Background: an optimization exercise with open tools, aiming at small area, a short achievable clock period and few clock cycles per item. Do not read the settings as production practice.
Function not checked in this run: the RTL went through the layout flow alone.
No activity file was given, so power comes from the tool's default toggle rates.

$ cat design/flow/run.sh
#!/bin/bash
# synth_recipe.tcl (not shown) runs the flow's synth.tcl, then flattens the netlist and writes it again
# the make line also repeats each setting of config.mk as NAME=value (left out here)
make -C /OpenROAD-flow-scripts/flow DESIGN_CONFIG=/design/flow/config.mk WORK_HOME=/design/flow/orfs CLKGATE_MAP_FILE= SYNTH_SCRIPT=/design/flow/synth_recipe.tcl finish
$ cat design/flow/config.mk
export PLATFORM = sky130hd
export DESIGN_NAME = grand_mulmod
export DESIGN_NICKNAME = grand_mulmod
export VERILOG_FILES = /design/flow/design.v
export SDC_FILE = /design/flow/constraint.sdc
export NUM_CORES = 4
export LEC_CHECK = 0
export CAP_MARGIN = 20
export CORE_MARGIN = 2
export CORE_UTILIZATION = 40
export SLEW_MARGIN = 20
$ cat design/flow/constraint.sdc
create_clock -name core_clock -period 14.0 [get_ports {clk}]
set_input_delay 2.8000 -clock core_clock [delete_from_list [all_inputs] [get_ports {clk}]]
set_output_delay 2.8000 -clock core_clock [all_outputs]
set_load 0.01 [all_outputs]
$ cat design/flow/design.v
module grand_mulmod (
    input  wire        clk,
    input  wire        rst,       
    input  wire        start,     
    input  wire [63:0] a,
    input  wire [63:0] s,
    input  wire [63:0] c,
    input  wire [63:0] m,
    output wire        ready,
    output reg         done,
    output wire [63:0] result,
    output reg         split,
    output reg         err
);
    localparam [1:0] S_IDLE = 2'd0,
                     S_MUL  = 2'd1,
                     S_DIV  = 2'd2,
                     S_FIX  = 2'd3;
    reg  [1:0]   state;
    reg          first;       
    reg  [63:0]  x;           
    reg  [129:0] y;           
    reg  [63:0]  md;          
    reg          sm1;         
    reg  [5:0]   ndig;        
    reg  [7:0]   cnt;         
    reg          vsign;       
    reg          lo_nz;       
    assign result = x;
    assign ready  = (state == S_IDLE);
    wire m_bad = m[63] | (m == 64'd0);
    wire [63:0] sdiff = y[63:0] ^ {y[62:0], 1'b0};
    reg  [5:0]  jmax;
    reg         sany;
    integer k;
    always @* begin
        jmax = 6'd0;
        sany = 1'b0;
        for (k = 0; k < 64; k = k + 1)
            if (sdiff[k]) begin
                jmax = k[5:0];
                sany = 1'b1;
            end
    end
    wire [5:0] ndig_enc = sany ? ({1'b0, jmax[5:1]} + 6'd1) : 6'd0;
    wire [5:0] ndig_cur = first ? ndig_enc : ndig;
    wire [2:0]  bd   = {y[1:0], sm1};
    wire        b_one = (bd == 3'b001) | (bd == 3'b010) | (bd == 3'b101) | (bd == 3'b110);
    wire        b_two = (bd == 3'b011) | (bd == 3'b100);
    wire        b_neg = bd[2] & ~(bd == 3'b111);
    wire [65:0] a_ext = {{2{x[63]}}, x};
    wire [65:0] pp_m  = b_one ? a_ext : b_two ? {a_ext[64:0], 1'b0} : 66'd0;
    wire [65:0] pp    = b_neg ? ~pp_m : pp_m;
    wire [65:0] msum  = y[129:64] + pp + {65'd0, b_neg};
    wire [129:0] y_mul = {{2{msum[65]}}, msum, y[63:2]};
    wire        fix   = (state == S_FIX);
    wire [64:0] dop_a = fix ? {x[63], x} : {x, y[128]};
    wire [64:0] dop_b = (x[63] | fix) ? {1'b0, md} : ~{1'b0, md};
    wire [64:0] dsum  = dop_a + dop_b + {64'd0, ~(x[63] | fix)};
    reg  [63:0] m_above;      
    integer j;
    always @* begin
        m_above[63] = md[63];
        for (j = 62; j >= 0; j = j - 1)
            m_above[j] = m_above[j+1] | md[j];
    end
    wire [63:0] rmask;
    genvar g;
    generate
        for (g = 0; g < 64; g = g + 1) begin : gm
            if (g + 9 <= 63) begin : lo
                assign rmask[g] = ~m_above[g+9];
            end else begin : hi
                assign rmask[g] = 1'b1;
            end
        end
    endgenerate
    wire        r_small = m_above[8] & ~|((x ^ {64{x[63]}}) & rmask);
    wire        r_sign  = ~|(x ^ {64{x[63]}});           
    wire [7:0]  nxt8    = y[128:121];
    wire        nxt8_s  = (nxt8 == {8{x[63]}});
    wire        cnt_ok  = (cnt >= 8'd61) | ((cnt <= 8'd53) & (cnt >= 8'd8));
    wire        skip8   = cnt_ok & (r_small | (r_sign & nxt8_s));
    wire        in_hi   = (cnt >= 8'd54);                
    wire        diff1   = y[128] ^ vsign;
    wire        diff8   = |(nxt8 ^ {8{vsign}});
    wire        nz1     = y[128];
    wire        nz8     = |nxt8;
    wire [63:0] r_next  = skip8 ? {x[55:0], nxt8} : dsum[63:0];
    wire [7:0]  cnt_nx  = skip8 ? (cnt - 8'd8) : (cnt - 8'd1);
    wire        last    = (cnt_nx == 8'd0);
    always @(posedge clk) begin
        if (rst) begin
            state <= S_IDLE;
            first <= 1'b0;
            done  <= 1'b0;
            x     <= 64'd0;
            split <= 1'b0;
            err   <= 1'b0;
        end else begin
            done <= 1'b0;
            case (state)
                S_IDLE: begin
                    if (start) begin
                        if (m_bad) begin
                            err  <= 1'b1;
                            done <= 1'b1;
                        end else begin
                            x     <= a;
                            y     <= {{2{c[63]}}, c, s};
                            md    <= m;
                            sm1   <= 1'b0;
                            first <= 1'b1;
                            state <= S_MUL;
                        end
                    end
                end
                S_MUL: begin
                    first <= 1'b0;
                    if (first) ndig <= ndig_enc;
                    if (first && ndig_enc == 6'd0) begin
                        x     <= {64{y[129]}};
                        vsign <= y[129];
                        cnt   <= 8'd65;
                        split <= 1'b0;
                        lo_nz <= 1'b0;
                        state <= S_DIV;
                    end else begin
                        y   <= y_mul;
                        sm1 <= y[1];
                        if ((first ? ndig_enc : cnt[5:0]) == 6'd1) begin
                            x     <= {64{y_mul[129]}};
                            vsign <= y_mul[129];
                            cnt   <= 8'd65 + {1'b0, ndig_cur, 1'b0};
                            split <= 1'b0;
                            lo_nz <= 1'b0;
                            state <= S_DIV;
                        end else begin
                            cnt <= {2'b00, (first ? ndig_enc : cnt[5:0]) - 6'd1};
                        end
                    end
                end
                S_DIV: begin
                    x   <= r_next;
                    y   <= skip8 ? {y[121:0], 8'd0} : {y[128:0], 1'b0};
                    cnt <= cnt_nx;
                    if (in_hi) split <= split | (skip8 ? diff8 : diff1);
                    else       lo_nz <= lo_nz | (skip8 ? nz8 : nz1);
                    if (last) begin
                        if (r_next[63]) begin
                            state <= S_FIX;
                        end else begin
                            split <= split | (in_hi ? (skip8 ? diff8 : diff1) : 1'b0)
                                           | (vsign & ~(lo_nz | (in_hi ? 1'b0 : (skip8 ? nz8 : nz1))));
                            err   <= 1'b0;
                            done  <= 1'b1;
                            state <= S_IDLE;
                        end
                    end
                end
                S_FIX: begin
                    x     <= dsum[63:0];
                    split <= split | (vsign & ~lo_nz);
                    err   <= 1'b0;
                    done  <= 1'b1;
                    state <= S_IDLE;
                end
            endcase
        end
    end
endmodule
==> notes.md <==
HOLD PATH
------------------------------------------------------------------------------------------------------
End of the worst hold path ..............................................................      ndig[4]
Worst Hold Class ........................................................................ flip-flop to flip-flop
Number of stages on the worst hold path .................................................            1
Startpoint of the most critical hold path ...............................................      ndig[4]

POWER
------------------------------------------------------------------------------------------------------
Power consumption .......................................................................      8.95 mW
Relative contribution of combinational cells to total power .............................        0.682
Static Leak .............................................................................      12.7 nW
Switching Share .........................................................................        0.540
Internal power ..........................................................................      4.12 mW
Worst vdd rail ir drop ..................................................................   0.000173 V
Total power per unit cell area ..........................................................   270 nW/µm²
Clock share of power ....................................................................        0.116
Relative contribution of sequential cells to total power ................................        0.202
Switching power total ...................................................................      4.83 mW

STA
------------------------------------------------------------------------------------------------------
Slew of the pin with the lowest slew margin .............................................      1.10 ns
Worst slew margin relative to its limit .................................................        0.260
Final period utilization ................................................................        0.463
Hold Fails Final Rpt ....................................................................            0
Total negative slack for setup checks ...................................................         0 ns
Setup WS post-layout ....................................................................      7.52 ns
Setup repair after global routing missed its margin .....................................        false
Post-route worst hold slack .............................................................     0.559 ns
Endpoints failing setup .................................................................            0
Top achievable clock speed ..............................................................    0.154 GHz
Slew Viols, Final .......................................................................            0
Worst-case clock skew ...................................................................    0.0402 ns
Fin crit period .........................................................................      6.48 ns

GLOBAL ROUTING
------------------------------------------------------------------------------------------------------
First-pass GRT wire length ..............................................................   180,000 µm
GRT Overall Usage .......................................................................        0.316
Number of antenna violations at the first check in global routing .......................            1
Number of global-route vias before repair ...............................................       28,200
Pin count of the biggest net entering global routing ....................................           88
Congestion Overflow GR ..................................................................            0

CLOCK TREE
------------------------------------------------------------------------------------------------------
Clock latency at the later pin of the worst-skew pair ...................................      0.60 ns
Post-cts hold buffer count ..............................................................            0
Clock tree root buffer cell ............................................................. sky130_fd_sc_hd__clkbuf_16
Total clock buffers created by CTS ......................................................           39
Clock transition at the register clock pins on the worst setup and hold paths after CTS .      0.06 ns
CTS tree ................................................................................          yes
Resized Gates After CTS .................................................................            0
Largest buffer count on any clock path ..................................................            3
Post-CTS setup-driven buffer insertion count ............................................            0
CTS H-tree depth ........................................................................            2
Clk sink count ..........................................................................          281

LAYOUT
------------------------------------------------------------------------------------------------------
Fraction of final layout cells with drive strength greater than 1 .......................       0.0479
Utilization of the core after routing ...................................................        0.474
Layout-stage area growth over the synthesis result ......................................        17.2%
Fill cell total of the finished layout ..................................................        6,937
Total area of multi-input combinational cells ...........................................   19,000 µm²
Post-route cell area ....................................................................   33,200 µm²
Filler-free cell count of the finished design ...........................................        4,718
Seq. cell area ..........................................................................     7740 µm²
Post-layout net count ...................................................................        4,147

ROUTE
------------------------------------------------------------------------------------------------------
Starting DRC count in detailed routing ..................................................        3,632
DR vias .................................................................................       30,200
DR WL/cell ..............................................................................      25.5 µm
DRC errors left .........................................................................            0
Post-DRT Antenna Nets ...................................................................            0
Via/cell ratio ..........................................................................         6.41
Number of iterations in the first detailed-routing pass .................................            6
Total wirelength of the detailed-routed design ..........................................   120,000 µm

WORST SETUP PATH
------------------------------------------------------------------------------------------------------
Type of the worst setup path ............................................................ input port to flip-flop
R2r worst-path depth ....................................................................           14
Worst Path Max Fanout ...................................................................           74
Crit path cell chain .................................................................... clkdlybuf4s50_1 -> nor4_1 -> nand4_1 -> nor4_1 -> nor2_1 -> a21oi_1 -> buf_4 -> a2111oi_4 -> buf_4 -> buf_4
Endpoint required time on the critical path .............................................     14.17 ns
Category of the worst setup path capture point ..........................................    flip-flop
R2R setup slack .........................................................................      7.52 ns
Crit Reg-Reg Startpoint .................................................................        x[63]
Largest stage delay on the critical path ................................................      0.68 ns
Cell seen most often among critical-path stages ......................................... sky130_fd_sc_hd__buf_4
Arrival time at the worst endpoint ......................................................      6.65 ns
Slowest cell on the critical path ....................................................... sky130_fd_sc_hd__nor4_1
Endpoint of the lowest-slack register-to-register path ..................................        y[85]
Critical Path Source Type ...............................................................   input port

PLACE
------------------------------------------------------------------------------------------------------
DP HPWL .................................................................................    88,000 µm
Count of input and output buffers .......................................................          326
GP Congestion ...........................................................................        0.998
Cell total after placement ..............................................................        4,646
Placement-stage worst setup slack .......................................................      6.99 ns
DP Area .................................................................................   31,900 µm²

LOGIC SYNTHESIS
------------------------------------------------------------------------------------------------------
Mean area per synthesized cell ..........................................................     7.76 µm²
Number of flops mapped to enable cells by yosys .........................................          211
Number of nets produced by synthesis ....................................................        4,049
Area of the mapped netlist ..............................................................   28,300 µm²
Cells after synthesis ...................................................................        3,649
Prevailing post-synth register cell ..................................................... sky130_fd_sc_hd__edfxtp_1
FFs w/ async S/R, synth .................................................................            0
Count of state elements after synthesis .................................................          281
Yosys warning total .....................................................................            1
Proportion of synthesized chip area in sequential cells .................................        0.273
Count of different cell masters after synthesis .........................................          108

FLOORPLAN
------------------------------------------------------------------------------------------------------
# rows ..................................................................................           97
Die area ................................................................................   72,900 µm²
Core region area ........................................................................   70,000 µm²
Initial core utilization ................................................................        0.404
# IOs ...................................................................................          327
Die Y ...................................................................................       270 µm
Horizontal die dimension ................................................................       270 µm

JOB
------------------------------------------------------------------------------------------------------
Number of maximum-capacitance constraint violations .....................................            0

RUN STATUS
------------------------------------------------------------------------------------------------------
Result of the run ....................................................................... finished clean

-- final cells by class --
cell class,count,area share
Inverter,113,0.0128
Antenna cell,1,0.0000754
Multi-Input combinational cell,2942,0.572
Timing Repair Buffer,370,0.108
Clock inverter,22,0.00717
Sequential cell,281,0.233
Tap cell,940,0.0355
Clock buffer,49,0.0312
-- per-layer routing --
layer / vias up / global-route usage / routed length [µm]
met5: - / 0 / 0
met4: 0 / 0.115 / 4860
met3: 246 / 0.0490 / 10100
met2: 1529 / 0.504 / 54000
met1: 14600 / 0.431 / 51200
li1: 13900 / - / -
-- power by group through the flow --
| stage | Clock [mW] | Sequential [mW] | Combinational [mW] |
|---|---|---|---|
| after floorplan | 0 | 1.43 | 4.49 |
| final | 1.04 | 1.81 | 6.11 |
| after global routing | 1.07 | 1.82 | 6.66 |
| after detailed placement | 0 | 1.80 | 5.96 |
| after CTS | 1.04 | 1.78 | 5.99 |
| after global placement | 0 | 1.80 | 5.96 |
-- logic make-up after synthesis --
logic type / after synthesis / synth area share
flops: 281 / 0.273
mux: 40 / 0.0147
xor+xnor: 258 / 0.0798
buf+inv: 426 / 0.0623
compound gates: 1268 / 0.311
simple gates: 1235 / 0.196
fa+ha+maj: 141 / 0.0628
-- Yosys cell counts, drive strengths merged, types with 15 or more instances --
| master | count | area (µm²) |
|---|---|---|
| inv | 111 | 417 |
| a221oi | 144 | 1270 |
| nand4 | 43 | 269 |
| a2111oi | 17 | 156 |
| nand2 | 504 | 1890 |
| o31ai | 15 | 113 |
| o211ai | 37 | 297 |
| dfxtp | 70 | 1400 |
| xnor2 | 86 | 753 |
| ha | 139 | 1740 |
| o2111ai | 61 | 534 |
| nand3 | 63 | 315 |
| nor2 | 357 | 1350 |
| clkbuf | 247 | 932 |
| nor3 | 65 | 325 |
| nor4 | 42 | 263 |
| or4 | 17 | 139 |
| a31oi | 22 | 138 |
| buf | 62 | 364 |
| xor2 | 172 | 1510 |
| a21o | 98 | 736 |
| a21oi | 288 | 1450 |
| o21bai | 22 | 165 |
| nor2b | 25 | 156 |
| a211oi | 27 | 203 |
| and3 | 26 | 163 |
| nand2b | 18 | 113 |
| o32ai | 59 | 517 |
| edfxtp | 211 | 6340 |
| mux2i | 28 | 280 |
| o21a | 27 | 203 |
| and2 | 20 | 130 |
| a22oi | 77 | 583 |
| o21ai | 238 | 1200 |
| o22ai | 21 | 165 |
-- critical path: cells and delay by family --
| family | cells | cell delay [ns] |
|---|---|---|
| simple gates | 4 | 1.83 |
| compound gates | 2 | 0.26 |
| buf+inv | 4 | 1.58 |
-- sequential cells by signal (all words and copies together), names as in the netlist --
register	count
done	1
first	1
x	64
cnt	8
err	1
lo_nz	1
split	1
state	2
vsign	1
md	64
ndig	6
sm1	1
y	130
-- cells in the final DEF (no fill, tap or decap), types with 35 or more instances in the layout --
| cell type | n |
|---|---|
| sky130_fd_sc_hd__a221oi_1 | 142 |
| sky130_fd_sc_hd__nor4_1 | 42 |
| sky130_fd_sc_hd__nand2_1 | 502 |
| sky130_fd_sc_hd__buf_4 | 44 |
| sky130_fd_sc_hd__clkdlybuf4s50_1 | 325 |
| sky130_fd_sc_hd__edfxtp_1 | 211 |
| sky130_fd_sc_hd__a21oi_1 | 287 |
| sky130_fd_sc_hd__o32ai_1 | 59 |
| sky130_fd_sc_hd__dfxtp_1 | 69 |
| sky130_fd_sc_hd__a21o_1 | 98 |
| sky130_fd_sc_hd__nor3_1 | 65 |
| sky130_fd_sc_hd__a22oi_1 | 76 |
| sky130_fd_sc_hd__o211ai_1 | 35 |
| sky130_fd_sc_hd__o21ai_0 | 233 |
| sky130_fd_sc_hd__nand4_1 | 43 |
| sky130_fd_sc_hd__ha_1 | 135 |
| sky130_fd_sc_hd__clkbuf_16 | 40 |
| sky130_fd_sc_hd__inv_1 | 108 |
| sky130_fd_sc_hd__o2111ai_1 | 61 |
| sky130_fd_sc_hd__xor2_1 | 171 |
| sky130_fd_sc_hd__nand3_1 | 63 |
| sky130_fd_sc_hd__nor2_1 | 350 |
| sky130_fd_sc_hd__xnor2_1 | 86 |
-- worst max-delay path by stage --
stage,start,to,slack (ns),depth (start not counted)
6_report,m[6],y[127],7.52,10
5_1_grt,x[63],x[56],7.25,17
4_1_cts,m[6],y[88],7.59,10
3_5_place_dp,m[6],y[77],6.99,10
3_3_place_gp,m[6],y[83],7.00,10
2_1_floorplan,m[31],y[0],1.90,7

==> separate check: timing with driven ports <==
Ports are ideal in the flow. The routed layout listed here was re-timed in OpenROAD. Step 1 (the two cells are an assumption about what drives the block):
set clk [get_ports {clk}]
set_driving_cell -lib_cell sky130_fd_sc_hd__clkbuf_16 $clk
set_driving_cell -lib_cell sky130_fd_sc_hd__buf_2 [delete_from_list [all_inputs] $clk]
Step 2 times the ports against the registers' clock, not the clock port: input delays grow and output delays shrink by t, the midpoint of the rising clock arrivals with the driver on. Slacks: ideal ports / drivers / drivers and shift; pairs: ideal ports / drivers.
t, ns: 0.646
setup slack, ns: 7.518 / 7.524 / 6.916
worst hold slack (ns): 0.559 / 0.559 / 0.559
latest minus earliest clock arrival (ns): 0.040 / 0.040
worst slew at a driven data input, ns: 0.09
After both steps setup and hold are still met in this run. The setup slack of this run moves by +0.006 ns with the drivers and by -0.602 ns with both steps.
